Context: an optimization exercise on an open-source flow, tuned for small area, a short achievable clock period and few clock cycles. The choices shown serve that exercise and are no tape-out recipe. Where RTL was checked, it was by simulation tests only, not by an equivalence proof against the original. No activity file was given, so power comes from the tool's default toggle rates.

Design ifsb_codec, start of the top module:
module ifsb_codec (
    input  wire        clk,
    input  wire        rst,
    input  wire        req_valid,
    input  wire [7:0]  req_data,
    output wire        req_ready,
    output wire        dout_valid,
    output wire [7:0]  dout_data,
    input  wire        dout_ready,
    output wire        rsp_valid,
    input  wire        rsp_ready,
    output wire [3:0]  rsp_code,
    output wire        rsp_has_status,
    output wire [7:0]  rsp_status,
    output wire [15:0] rsp_value,
    output wire [7:0]  rsp_consumed,
    output wire [31:0] rsp_info
);
clock: 10.0 ns
lec_check: 0
cap_margin: 20
core_margin: 2
core_utilization: 40
slew_margin: 20
standard.sh (not shown) runs the stock make flow with config.mk's settings and CLKGATE_MAP_FILE= SYNTH_SCRIPT=/design/flow/synth_recipe.tcl, a recipe that flattens the netlist after the stock synthesis.
==> flow/flow/run.sh <==
#!/bin/bash
set -euo pipefail
bash standard.sh SETUP_SLACK_MARGIN=6.8 \
  "BUFFER_PORTS_ARGS=-buffer_cell sky130_fd_sc_hd__buf_1" \
  finish > standard_flow.log 2>&1
Testbench counts at the start, summed over its fixed seeds: cycles 72,419.
Rerun with:
--- a/flow/design.v
+++ b/flow/design.v
@@ -104,24 +104,23 @@
     wire op_parse  = ~pre_ill & (op == 3'd4);
     wire rsv1_bad  = (req_data != 8'h00);
     wire run       = ~abort;        
     wire init      = go_q & run;    
     wire outbyte   = s_edata | s_pdata;
     wire s_ptrunc  = s_pb1 | s_pb2 | s_pdata | s_plo | s_phi;   
     wire pend      = ~dmode;                                       
     wire d_zero    = (req_data == 8'h00);
     wire d_sync    = (req_data == 8'hFC);
     wire d_short   = (req_data < 8'd5);
-    wire [7:0] cons_p3 = r_cons + 8'd3;
     wire [7:0] cons_m3 = r_cons - 8'd3;
-    wire last_pay  = (cons_p3 == r_info[7:0]);
-    wire len5      = (r_info[7:0] == 8'd5);
+    wire last_pay  = (r_info[7:0] == 8'd5);
+    wire len5      = last_pay;
     wire crc_match = (r_info == acc);
     wire pb0_fire  = s_pb0 & dfire;
     wire pb1_fire  = s_pb1 & dfire;
     wire pb2_fire  = s_pb2 & dfire;
     wire pd_fire   = s_pdata & dfire;
     wire plo_fire  = s_plo & dfire;
     wire phi_fire  = s_phi & dfire;
     wire p_noresp  = s_pb0 & pend;
     wire p_trunc   = s_ptrunc & pend;
     wire p_noop    = pb0_fire & d_zero;
@@ -216,25 +215,28 @@
     wire st_clr   = go_q | p_trunc | p_crcerr;
     wire [7:0] status_d = {8{s_pb2 & dmode}} & req_data;
     wire cons_clr = go_q;
     wire cons_inc = pb0_fire | pb1_fire | pb2_fire | pd_fire | plo_fire | phi_fire;
     wire [7:0] cons_d = cons_clr ? {7'd0, pb0_fire & run} : (r_cons + 8'd1);
     wire i_req_lo = run & (pb0_fire | pb1_fire | plo_fire);
     wire i_req_hi = phi_fire;
     wire i_n      = init & s_drain & (r_code == R_ENC_ERR);
     wire i_got    = s_pdata & pend;
     wire i_clr    = go_q | abort | p_ok | p_noresp | p_trunc;
-    wire i_lo_ld  = i_req_lo | i_clr;
+    wire i_dec    = run & (pb2_fire | pd_fire);
+    wire i_lo_ld  = i_req_lo | i_dec | i_clr;
     wire i_hi_ld  = i_req_hi | i_clr;
     wire i_sel_lo = run & dmode & (s_pb0 | s_pb1 | s_plo);
     wire i_sel_hi = dmode & s_phi;
+    wire i_sel_dec = dmode & (s_pb2 | s_pdata);
     wire [7:0] info_lo_d = ({8{i_sel_lo}} & req_data) |
+                           ({8{i_sel_dec}} & (r_info[7:0] - 8'd1)) |
                            ({8{i_n}}      & rem) |
                            ({8{i_got}}    & cons_m3) |
                            {7'd0, s_phi & pend};
     wire [7:0] info_hi_d = ({8{i_sel_hi}} & req_data) |
                            {6'd0, (s_pdata | s_plo | s_phi) & pend,
                                   (s_pb2 | s_plo | s_phi) & pend};
     always @(posedge clk) begin
         if (rst) begin
             hc      <= 2'd0;
             hv      <= 1'b0;
The new run finished clean.
Hold slack is about the same.
Cell area went down slightly.
Critical path depth went up by 5.
Total power went up by roughly a tenth.
Clock power rose by a few percent.
Flip-flop and latch count does not change.
Die area came out lower slightly.
Utilization increases by 0.88 points.
Via count is higher slightly.
Area after synthesis came out lower slightly.
Combinational power went up to 2.8 times its value.
Global-route usage rises by 2.5 points.
Count of clock-buffer cells in the layout is higher by 1.
Only the layout flow was run in the second run of this note; the RTL was not checked for function there.

========
ifsb_codec with an RTL version that a note above also has.
Size: ~730 cells after synthesis, roughly 93 I/O pins, roughly 7200 um^2 of cells after synthesis.
==> flow/config.mk <==
export PLATFORM = sky130hd
export DESIGN_NAME = ifsb_codec
export DESIGN_NICKNAME = ifsb_codec
export VERILOG_FILES = /design/flow/design.v
export SDC_FILE = /design/flow/constraint.sdc
export NUM_CORES = 4
export LEC_CHECK = 0
export CAP_MARGIN = 20
export CORE_MARGIN = 2
export CORE_UTILIZATION = 40
export SLEW_MARGIN = 20
==> flow/constraint.sdc <==
create_clock -name core_clock -period 10.0 [get_ports {clk}]
set_input_delay 2.0000 -clock core_clock [delete_from_list [all_inputs] [get_ports {clk}]]
set_output_delay 2.0000 -clock core_clock [all_outputs]
set_load 0.01 [all_outputs]
==> flow/flow/run.sh <==
#!/bin/bash
set -euo pipefail
bash standard.sh SETUP_SLACK_MARGIN=6.5 \
  "BUFFER_PORTS_ARGS=-buffer_cell sky130_fd_sc_hd__buf_1" \
  finish > standard_flow.log 2>&1
==> next run, changes <==
--- a/flow/design.v
+++ b/flow/design.v
@@ -195,24 +195,23 @@
     wire acc_crc  = init & s_crc & op_is1;
     wire acc_ld   = go_q | p_done_n | anew;
     wire acc_stp  = ~go_q & ~p_done_n;
     wire [15:0] acc_d = ({16{acc_crc}} & crc_reg) |
                         ({16{acc_fc}}  & K_FC) |
                         ({16{acc_stp}} & step_out);
     wire crc_ld   = c_end;              
-    wire code_ld  = go | abort | p_noresp | p_trunc | p_noop | p_sync | p_lenerr | p_crcerr;
-    wire [3:0] code_d = ({4{go & pre_ill}}  & R_ILLEGAL_OP) |
-                        ({4{go & enc_err}}  & R_ENC_ERR) |
-                        ({4{abort}}         & R_ILLEGAL_OP) |
-                        ({4{p_noresp}}      & R_NO_RESPONSE) |
-                        ({4{p_trunc}}       & R_TRUNCATED) |
-                        ({4{p_noop}}        & R_NOOP) |
-                        ({4{p_sync}}        & R_SYNC_ERR) |
-                        ({4{p_lenerr}}      & R_LEN_ERR) |
-                        ({4{p_crcerr}}      & R_CRC_ERR);
+    wire code_ld  = go | abort | (s_pb0 & pend) | p_trunc | (pb0_fire & ~d_sync) |
+                    p_lenerr | p_crcerr;
+    wire [3:0] code_d = abort    ? R_ILLEGAL_OP :
+                        s_pb0    ? (~dmode ? R_NO_RESPONSE : d_zero ? R_NOOP : R_SYNC_ERR) :
+                        s_pb1    ? (~dmode ? R_TRUNCATED : R_LEN_ERR) :
+                        s_ptrunc ? R_TRUNCATED :
+                        s_pchk   ? R_CRC_ERR :
+                        pre_ill  ? R_ILLEGAL_OP :
+                        enc_err  ? R_ENC_ERR : R_OK;
     wire hs_ld    = go_q | p_noop | p_ok;
     wire hs_d     = run & (p_noop | p_ok);
     wire st_req   = pb2_fire;
     wire st_clr   = go_q | p_trunc | p_crcerr;
     wire [7:0] status_d = {8{s_pb2 & dmode}} & req_data;
     wire cons_clr = go_q;
     wire cons_inc = pb0_fire | pb1_fire | pb2_fire | pd_fire | plo_fire | phi_fire;
Effect: Synthesized cell count decreases by 1.4%. Design area goes down by 0.78%. Register-to-register slack got worse by 0.22 ns. Routed wire length fell by 7.5%. Clock-buffer cell count went up by 7. Via count fell by 5.1%. Clock power climbs by 15%. Fmax is higher by 2.4%.
Testbench counts after the change, summed over its fixed seeds: cycles 72,419.
Function not checked in the first run of this note: the RTL went through the layout flow alone.

-- what the ideal ports hide --
Ports are ideal in the flow. The routed layouts listed here were re-timed in OpenROAD.
Step 1 assumes that a clkbuf_16 drives the clock port and a buf_2 every other input.
Step 2, shift: input delay + t, output delay - t, t = (earliest + latest rising clock arrival at the registers) / 2. This alone moves slack from input paths to output paths.
Three values: ideal, step 1, step 2; two values: the first two.
run | t (ns) | setup slack, ns | hold slack, ns | worst setup path at the end
the first run of note 1 | 0.468 | 6.833 / 6.790 / 6.394 | 0.455 / 0.455 / 0.455 | input to register
the second run of note 1 | 0.469 | 6.564 / 6.561 / 6.092 | 0.458 / 0.458 / 0.458 | input to register
the first run of note 2 | 0.465 | 6.522 / 6.515 / 6.050 | 0.460 / 0.460 / 0.460 | input to register
the second run of note 2 | 0.455 | 6.604 / 6.623 / 6.168 | 0.453 / 0.453 / 0.453 | input to register
After both steps setup and hold are still met in every run listed.
